Source: an optimization exercise on an open RTL-to-GDS flow (aim: small area, a short achievable clock period and few clock cycles per item). Production flows keep margins and buffers that such runs may drop. Only simulation tests tie the RTL to the original design; equivalence was not proved.

`design/flow/run.sh`:
```
#!/bin/bash
# synth_recipe.tcl (not shown) runs the flow's synth.tcl, then flattens the netlist and writes it again
# the make line also repeats each setting of config.mk as NAME=value (left out here)
make -C /OpenROAD-flow-scripts/flow DESIGN_CONFIG=/design/flow/config.mk WORK_HOME=/design/flow/orfs CLKGATE_MAP_FILE= SYNTH_SCRIPT=/design/flow/synth_recipe.tcl finish
```
`design/flow/config.mk`:
```
export PLATFORM = sky130hd
export DESIGN_NAME = scb_bank
export DESIGN_NICKNAME = scb_bank
export VERILOG_FILES = /design/flow/design.v
export SDC_FILE = /design/flow/constraint.sdc
export NUM_CORES = 4
export LEC_CHECK = 0
export CAP_MARGIN = 20
export CORE_MARGIN = 2
export CORE_UTILIZATION = 40
export SLEW_MARGIN = 20
```
`design/flow/constraint.sdc`:
```
create_clock -name core_clock -period 50.0 [get_ports {clk}]
set_input_delay 10.0000 -clock core_clock [delete_from_list [all_inputs] [get_ports {clk}]]
set_output_delay 10.0000 -clock core_clock [all_outputs]
set_load 0.01 [all_outputs]
```
`design/flow/design.v`:
```
module scb_bank (
    input  wire         clk,
    input  wire         rst,           
    input  wire         cmd_valid,
    output wire         cmd_ready,
    input  wire [2:0]   cmd_op,
    input  wire [7:0]   cmd_id,
    input  wire [15:0]  cmd_val,
    input  wire [253:0] cmd_bank,
    output reg          rsp_valid,
    output reg  [7:0]   rsp_status,
    output reg  [7:0]   rsp_detail,
    output reg  [14:0]  rsp_value,
    output reg  [4:0]   rsp_index,
    output reg  [253:0] rsp_bank
);
    localparam [2:0] OP_LOAD = 3'd0, OP_STORE = 3'd1, OP_GET = 3'd2, OP_SET = 3'd3,
                     OP_INC  = 3'd4, OP_ISFULL = 3'd5, OP_TOTAL = 3'd6, OP_FINDMAX = 3'd7;
    localparam [7:0] ST_OK = 8'h00, ST_VALIDATION = 8'h01, ST_RANGE = 8'h03;
    localparam [7:0] DT_NONE = 8'h00, DT_COUNTER_VALUE = 8'h03, DT_SATURATED = 8'h04,
                     DT_COUNTER_ID = 8'h01;
    reg [253:0] bank;
    assign cmd_ready = 1'b1;
    reg [9:0] cur;
    integer i;
    always @(*) begin
        cur = 10'd0;
        for (i = 0; i < 25; i = i + 1)
            if (cmd_id == i)
                cur = cur | bank[10*i +: 10];
    end
    wire id_bad = (cmd_id > 8'd24);
    reg [9:0]   wr_val;
    reg [253:0] bank_wr;
    always @(*) begin
        wr_val  = (cmd_op == OP_INC) ? cur + 10'd1 : cmd_val[9:0];
        bank_wr = bank;
        for (i = 0; i < 25; i = i + 1)
            if (cmd_id == i)
                bank_wr[10*i +: 10] = wr_val;
    end
    reg [14:0] total;
    always @(*) begin
        total = 15'd0;
        for (i = 0; i < 25; i = i + 1)
            total = total + {5'd0, bank[10*i +: 10]};
    end
    reg [9:0] max_v;
    reg [4:0] max_i;
    always @(*) begin
        max_v = bank[9:0];
        max_i = 5'd0;
        for (i = 1; i < 25; i = i + 1)
            if (bank[10*i +: 10] > max_v) begin
                max_v = bank[10*i +: 10];
                max_i = i;
            end
    end
    always @(posedge clk) begin
        if (rst) begin
            bank      <= 254'd0;
            rsp_valid <= 1'b0;
        end else begin
            rsp_valid <= cmd_valid;
            if (cmd_valid) begin
                rsp_status <= ST_OK;
                rsp_detail <= DT_NONE;
                rsp_value  <= 15'd0;
                rsp_index  <= 5'd0;
                rsp_bank   <= 254'd0;
                case (cmd_op)
                    OP_LOAD: begin
                        bank <= cmd_bank;
                    end
                    OP_STORE: begin
                        rsp_bank <= bank;
                    end
                    OP_GET: begin
                        if (id_bad) begin
                            rsp_status <= ST_RANGE;
                            rsp_detail <= DT_COUNTER_ID;
                        end else begin
                            rsp_value <= {5'd0, cur};
                        end
                    end
                    OP_SET: begin
                        if (id_bad) begin
                            rsp_status <= ST_RANGE;
                            rsp_detail <= DT_COUNTER_ID;
                        end else if (cmd_val > 16'd1023) begin
                            rsp_status <= ST_VALIDATION;
                            rsp_detail <= DT_COUNTER_VALUE;
                        end else begin
                            bank <= bank_wr;
                        end
                    end
                    OP_INC: begin
                        if (id_bad) begin
                            rsp_status <= ST_RANGE;
                            rsp_detail <= DT_COUNTER_ID;
                        end else if (cur == 10'd1023) begin
                            rsp_status <= ST_VALIDATION;
                            rsp_detail <= DT_SATURATED;
                        end else begin
                            bank <= bank_wr;
                        end
                    end
                    OP_ISFULL: begin
                        if (id_bad) begin
                            rsp_status <= ST_RANGE;
                            rsp_detail <= DT_COUNTER_ID;
                        end else begin
                            rsp_value <= {14'd0, cur == 10'd1023};
                        end
                    end
                    OP_TOTAL: begin
                        rsp_value <= total;
                    end
                    OP_FINDMAX: begin
                        rsp_value <= {5'd0, max_v};
                        rsp_index <= max_i;
                    end
                endcase
            end
        end
    end
endmodule
```
==> results of run 1 <==
==> cell usage in the layout (no fill, tap or decap), types with 25 or more instances in the layout <==
cell type | netlist | layout
clkdlybuf4s50_1 | 0 | 562
buf_4 | 20 | 457
nor2_1 | 446 | 421
a21oi_1 | 406 | 387
inv_1 | 355 | 355
edfxtp_1 | 279 | 279
and2_1 | 280 | 276
a211oi_1 | 269 | 265
dfxtp_1 | 255 | 251
ha_1 | 250 | 248
fa_1 | 225 | 225
nand2_1 | 140 | 137
nand3_1 | 92 | 92
a22oi_1 | 79 | 78
o21ai_0 | 82 | 74
a21o_1 | 66 | 65
clkbuf_16 | 0 | 62
nand4_1 | 48 | 48
nor3_1 | 38 | 37
o21a_1 | 31 | 30
and3_1 | 29 | 26
a221oi_1 | 26 | 25
==> timing repair <==
action,4_1_cts,5_1_grt
gates resized for setup,3,155
buffers inserted,0,39
setup endpoints to repair,9,15
pin swaps,0,47
gates cloned,0,11
==> worst max-delay path: cells and delay by family (launching register included) <==
kind / cells / cell delay, ns
AOI/OAI and AO/OA: 114 / 21.02
and+or+nand+nor: 77 / 12.56
adders and majority gates: 25 / 7.29
buffers and inverters: 26 / 3.88
muxes: 7 / 1.71
DFF: 1 / 0.49
==> cell families after synthesis <==
logic type | share of synthesized area
AO/OA/AOI/OAI | 0.225
AND/OR/NAND/NOR | 0.155
buffers and inverters | 0.0626
flip-flops | 0.341
adder cells (fa/ha/maj) | 0.194
multiplexers | 0.0160
XOR/XNOR | 0.00576
other | 0.000190
==> registers in the layout, indices dropped and copies added, names as in the netlist <==
register and count:
bank 254, rsp_status 2, rsp_value 15, rsp_detail 3, rsp_index 5, rsp_valid 1
rsp_bank 254
==> area by class of cell <==
| type | count | share of cell area |
|---|---|---|
| Multi-Input combinational cell | 3059 | 0.471 |
| Timing Repair Buffer | 1030 | 0.176 |
| Tap cell | 1287 | 0.0308 |
| Inverter | 356 | 0.0255 |
| Sequential cell | 534 | 0.258 |
| Antenna cell | 1 | 0.0000478 |
| Clock inverter | 30 | 0.00674 |
| Clock buffer | 82 | 0.0322 |
==> through the flow <==
stage,setup slack [ns],hold WS [ns]
after global placement,0.572,0.466
after detailed placement,-0.0202,0.479
after global routing,-0.283,0.521
after floorplan,0.0502,0.452
after CTS,0.168,0.494
final,2.65,0.486
==> final timing paths <==
path                                from                      to  slack (ns)  cells past startpoint
setup / recovery    bank[8]$_SDFFE_PP0P_  rsp_value[6]$_DFFE_PP_        2.65                    249
hold / removal    bank[250]$_SDFFE_PP0P_  bank[250]$_SDFFE_PP0P_        0.49                      2
setup reg to reg    bank[8]$_SDFFE_PP0P_  rsp_value[6]$_DFFE_PP_        2.65                    249
hold reg to reg   bank[250]$_SDFFE_PP0P_  bank[250]$_SDFFE_PP0P_        0.49                      2
==> per-layer routing <==
layer / part of all wire / GRT usage / vias up
li1: - / - / 16900
met1: 0.42 / 0.496 / 19000
met2: 0.45 / 0.579 / 2122
met3: 0.093 / 0.0795 / 407
met4: 0.044 / 0.143 / 8
met5: 0.00031 / 0 / -
==> metrics.yaml, run 1 <==
routed_wl_mm: 194
skew_ns: 0.0349
cts_hold_buf: 0
die-area_um2: 101000
ios: 576
grt_pass1_wl_mm: 270
grt_overflow: 0
critPathArrivalTime_ns: 47.76
finish.net_count: 5799
cpMostUsedCell: "ha_1"
ys_ff_latch: 534
crit_path_start_kind: "flip-flop"
fmax_mhz: 21.1
cts_tree: "built"
clock_latency_ns: 0.69
outcome: "complete, no violations"
viasPerCell: 6.02
worst_pin_slew_ns: 1.26
synth_top_area_cell: "edfxtp_1"
grt_max_degree: 137
yosysSeqAreaShare: 0.341
h-tree-depth: 2
synth_cell_types: 113
antenna_found_initial: 3
yosys-top-cells-count: "nor2_1, a21oi_1, inv_1"
track_usage: 0.369
slew_headroom: 0.157
multi_input_area_um2: 24700
crit_slowest_cell: "or4_4"
yosysWarnings: 1
report.final.hold_viol_count: 0
cp-end-kind: "flip-flop"
num_rows: 115
initial_utilization: 0.403
clockBufferDepth: 3
numPortBuffers: 563
final_cells: 6379
drv_slew: 0
wl_per_cell_um: 30.3
route.detailed.drc: 0
clock-sinks: 534
cts_buffers: 59
final_util: 0.533
avgSynthCellArea_um2: 9.41
synth-edff-count: 279
setup_violations: 0
async_flop_share: 0
synth_flop_cell: "edfxtp_1"
area_growth_pct: 32.4
synthCells: 4204
drtAntennaViolNets: 0
die_y_um: 318
synth_area_um2: 39500
cp_max_fo: 19
nFillCells: 9090
clockRootBuffer: "clkbuf_16"
drtPass1Iterations: 6
fin_crit_sh: 0.947
yosysMostFrequentCell: "nor2_1"
place_area_um2: 49100
max_stage_delay_ns: 0.68
seq_area_um2: 13500
hp-class: "reg2reg"
drt_iter0_markers: 4274
max_cap_violations: 0
hpwl_mm: 151
required_ns: 50.41
crit_type: "reg2reg"
drive_above_1_share: 0.163
vias: 38400
gp_congestion: 1.05
synth_top_area_frac: 0.212
path_clk_slew_ns: 0.06
grt_pass1_vias: 36800
setup_tns_ns: 0
coreArea_um2: 98100
stdcell_area_um2: 52400
finalCriticalPeriod_ns: 47.35
fp.dieW_um: 318
dp.cells: 6216
synth_area_leaders: "edfxtp_1, dfxtp_1, fa_1, ha_1, a21oi_1"
Testbench counts, summed over its fixed seeds: cycles 16,000, commands 16,000.
==> run 2, diff against run 1 <==
==> design/flow/design.v (replaced) <==
module scb_bank (
    input  wire         clk,
    input  wire         rst,           
    input  wire         cmd_valid,
    output wire         cmd_ready,
    input  wire [2:0]   cmd_op,
    input  wire [7:0]   cmd_id,
    input  wire [15:0]  cmd_val,
    input  wire [253:0] cmd_bank,
    output reg          rsp_valid,
    output wire [7:0]   rsp_status,
    output wire [7:0]   rsp_detail,
    output reg  [14:0]  rsp_value,
    output reg  [4:0]   rsp_index,
    output wire [253:0] rsp_bank
);
    localparam [2:0] OP_LOAD = 3'd0, OP_STORE = 3'd1, OP_GET = 3'd2, OP_SET = 3'd3,
                     OP_INC  = 3'd4, OP_ISFULL = 3'd5, OP_TOTAL = 3'd6, OP_FINDMAX = 3'd7;
    reg [253:0] bank;
    assign rsp_bank = bank;
    reg       ready_r;
    reg       v0;
    reg [2:0] op0;
    reg [4:0] id0;
    reg       idbad0;
    reg [9:0] val0;
    reg       vbad0;
    assign cmd_ready = ready_r;
    wire acc      = cmd_valid & ready_r;
    wire load_now = acc & (cmd_op == OP_LOAD);
    always @(posedge clk) begin
        if (rst) begin
            v0      <= 1'b0;
            ready_r <= 1'b1;
        end else begin
            v0      <= acc;
            ready_r <= ~(acc & (cmd_op == OP_STORE));
        end
        op0    <= cmd_op;
        id0    <= cmd_id[4:0];
        idbad0 <= (cmd_id > 8'd24);
        val0   <= cmd_val[9:0];
        vbad0  <= |cmd_val[15:10];
    end
    reg [9:0] cur;
    integer i;
    always @(*) begin
        cur = 10'd0;
        for (i = 0; i < 25; i = i + 1)
            if (id0 == i)
                cur = cur | bank[10*i +: 10];
    end
    wire sat = &cur;
    wire inc_ok = v0 & (op0 == OP_INC) & ~idbad0 & ~sat;
    wire set_ok = v0 & (op0 == OP_SET) & ~idbad0 & ~vbad0;
    wire we     = inc_ok | set_ok;
    wire [9:0] wdata = op0[2] ? cur + 10'd1 : val0;
    reg [14:0] total;
    always @(*) begin
        total = 15'd0;
        for (i = 0; i < 25; i = i + 1)
            total = total + {5'd0, bank[10*i +: 10]};
    end
    reg [24:0] cand, hit;
    reg [9:0]  max_v;
    reg [4:0]  max_i;
    integer b;
    always @(*) begin
        cand = {25{1'b1}};
        for (b = 9; b >= 0; b = b - 1) begin
            for (i = 0; i < 25; i = i + 1)
                hit[i] = cand[i] & bank[10*i + b];
            max_v[b] = |hit;
            if (|hit)
                cand = hit;
        end
        max_i = 5'd0;
        for (i = 24; i >= 0; i = i - 1)
            if (cand[i])
                max_i = i;
    end
    always @(posedge clk) begin
        if (rst)
            bank <= 254'd0;
        else if (load_now)
            bank <= cmd_bank;
        else if (we) begin
            for (i = 0; i < 25; i = i + 1)
                if (id0 == i)
                    bank[10*i +: 10] <= wdata;
        end
    end
    wire id_op   = (op0 == OP_GET) | (op0 == OP_SET) | (op0 == OP_INC) | (op0 == OP_ISFULL);
    wire e_range = idbad0 & id_op;
    wire e_val   = ~idbad0 & (op0 == OP_SET) & vbad0;
    wire e_sat   = ~idbad0 & (op0 == OP_INC) & sat;
    reg [1:0] st;
    reg [2:0] dt;
    assign rsp_status = {6'd0, st};
    assign rsp_detail = {5'd0, dt};
    always @(posedge clk) begin
        rsp_valid <= ~rst & v0;
        st <= {e_range, e_range | e_val | e_sat};
        dt <= {e_sat, e_val, e_range | e_val};
        case (op0)
            OP_ISFULL:  rsp_value <= {14'd0, sat};
            OP_TOTAL:   rsp_value <= total;
            OP_FINDMAX: rsp_value <= {5'd0, max_v};
            default:    rsp_value <= {5'd0, cur};
        endcase
        rsp_index <= max_i;
    end
endmodule
==> run 2 against run 1 <==
Still clean on timing, DRC and antenna. Maximum frequency rose to 3.3 times the previous value. Routed wire length down 3.0%. Count of clock-buffer cells in the layout down 33. Flip-flop and latch count down 232. Synthesized cell count down 21%. Sequential share of layout area down 8.7 points.
==> metrics.yaml, run 2 <==
initial_utilization: 0.404
final_cell_mix: "clkdlybuf4s50_1, nor2_1, inv_1, dfxtp_1, a221oi_1"
grt_pass1_wl_mm: 260
avgSynthCellArea_um2: 8.19
wl_per_cell_um: 39.9
coreArea_um2: 67200
yosysSeqAreaShare: 0.223
ios: 576
synth_top_area_frac: 0.223
clock-sinks: 302
num_rows: 95
yosysMostFrequentCell: "nor2_1"
synth_top_area_cell: "dfxtp_1"
path_clk_slew_ns: 0.06
vias: 34400
fp.dieW_um: 265
nFillCells: 6107
gp_congestion: 1.14
fmax_mhz: 68.7
cp_max_fo: 65
routed_wl_mm: 188
yosysWarnings: 1
max_stage_delay_ns: 0.84
synth_area_leaders: "dfxtp_1, fa_1, a221oi_1, nor2_1, inv_1"
report.final.hold_viol_count: 0
drt_iter0_markers: 6222
cp-end-kind: "flip-flop"
viasPerCell: 7.32
final_util: 0.529
crit_slowest_cell: "nor2_2"
max_cap_violations: 0
setup_violations: 0
skew_ns: 0.0492
synth.mux.area_fraction: 0.00447
die_y_um: 265
largest_register_ffs: 254
fin_ws_ns: 35.43
numPortBuffers: 564
slew_headroom: 0.156
grt_overflow: 0
synth_compound_area_frac: 0.306
cts_tree: "built"
yosys-top-cells-count: "nor2_1, dfxtp_1, inv_1"
h-tree-depth: 2
antenna_found_initial: 9
reg2reg_slack_ns: 35.43
top_register: "bank"
finalCriticalPeriod_ns: 14.57
clockBufferDepth: 3
synth_area_um2: 27200
area_growth_pct: 30.8
crit_type: "reg2reg"
yosys.area_share.simple: 0.186
synth_top_family_by_area: "compound AO/OA/AOI/OAI gates"
synth_xor_area_frac: 0.00613
multi_input_area_um2: 18900
synthCells: 3315
reg_top3: "bank (254), rsp_value (15), val0 (10)"
setup_tns_ns: 0
cts_hold_buf: 0
grt_max_degree: 175
drtPass1Iterations: 13
route.detailed.drc: 0
final_cells: 4703
seq_area_um2: 6050
finish.net_count: 4343
ys_ff_latch: 302
dp.cells: 4633
track_usage: 0.521
worst_pin_slew_ns: 1.26
drv_slew: 0
layout_commonest_cell: "clkdlybuf4s50_1"
cts_setup_buffers: 0
critPathArrivalTime_ns: 15.04
drive_above_1_share: 0.0988
die-area_um2: 70000
synth-edff-count: 0
drtAntennaViolNets: 0
clockRootBuffer: "clkbuf_16"
hp-class: "reg2reg"
dpl_worst_slack_ns: 36.33
synth_flop_cell: "dfxtp_1"
cpMostUsedCell: "nand2_1"
cts_resized: 0
outcome: "complete, no violations"
synthAdderAreaFrac: 0.182
rsz0062_at_grt: "false"
crit_path_start_kind: "flip-flop"
clock_latency_ns: 0.63
synth_cell_types: 106
fin_crit_sh: 0.291
async_flop_share: 0
grt_pass1_vias: 33700
cts_buffers: 36
required_ns: 50.48
hpwl_mm: 136
==> run 2: layer usage <==
| layer | global-route usage | vias to the layer above | wire [um] |
|---|---|---|---|
| met2 | 0.772 | 3527 | 78900 |
| met4 | 0.452 | 12 | 21000 |
| li1 | - | 13300 | - |
| met3 | 0.193 | 1262 | 25500 |
| met5 | 0.00970 | - | 150 |
| met1 | 0.591 | 16400 | 62200 |
==> run 2: path summary, 6_finish.rpt <==
kind / from / end / cells past startpoint
setup / recovery: bank[69]$_SDFFE_PP0P_ / rsp_index[0]$_SDFF_PP0_ / 28
hold / removal: bank[252]$_SDFFE_PP0P_ / bank[252]$_SDFFE_PP0P_ / 2
setup reg to reg: bank[69]$_SDFFE_PP0P_ / rsp_index[0]$_SDFF_PP0_ / 28
hold reg to reg: bank[252]$_SDFFE_PP0P_ / bank[252]$_SDFFE_PP0P_ / 2
==> run 2: final cells by class <==
class | instances | share of cell area
Clock inverter | 15 | 0.00542
Clock buffer | 49 | 0.0293
Multi-Input combinational cell | 2394 | 0.531
Antenna cell | 5 | 0.000352
Timing Repair Buffer | 762 | 0.201
Inverter | 303 | 0.0320
Tap cell | 873 | 0.0307
Sequential cell | 302 | 0.170
==> run 2: kinds of logic (layout without fill, tap and decap cells) <==
logic type | Yosys count | after routing
muxes | 11 | 11
DFF | 302 | 302
AOI/OAI and AO/OA | 1021 | 1021
other | 1 | 16
buffers and inverters | 629 | 1129
adders and majority gates | 260 | 260
xor gates and xnor gates | 19 | 19
and+or+nand+nor | 1072 | 1072
==> run 2: per-stage QoR <==
step                instance area [um2]  hold WS, ns
finish                            35500        0.471
global route                      35500        0.491
CTS                               35400        0.463
detailed placement                34200        0.453
global placement                  34200        0.443
floorplan                         27200        0.429
==> run 2: critical path, delay by kind of cell (launching register included) <==
kind / cells / cell delay (ns)
AND/OR/NAND/NOR: 12 / 6.36
AO/OA/AOI/OAI: 12 / 6.11
adder cells (fa/ha/maj): 1 / 0.39
flip-flops: 1 / 0.50
buffers and inverters: 3 / 0.95
Testbench counts of run 2, summed over its fixed seeds: cycles 16,527, commands 16,000.

## port drivers added, routing unchanged
In the flow no input, the clock included, has a driving cell. The finished layouts below were timed again as built, in two steps.
Step 1 assumes that a clkbuf_16 drives the clock port and a buf_2 every other input.
Step 2 also shifts input and output timing later by t, the mid clock arrival at the registers, as if the neighbouring blocks saw the same clock.
a / b / c = no drivers / after step 1 / after step 2; a / b = the first two.
| run | t, ns | slack for setup (ns) | clock arrival spread, ns |
|---|---|---|---|
| run 1 | 0.745 | 2.654 / 2.654 / 2.654 | 0.035 / 0.036 |
| run 2 | 0.676 | 35.434 / 35.434 / 35.434 | 0.050 / 0.049 |
After both steps setup and hold are still met in every run listed.
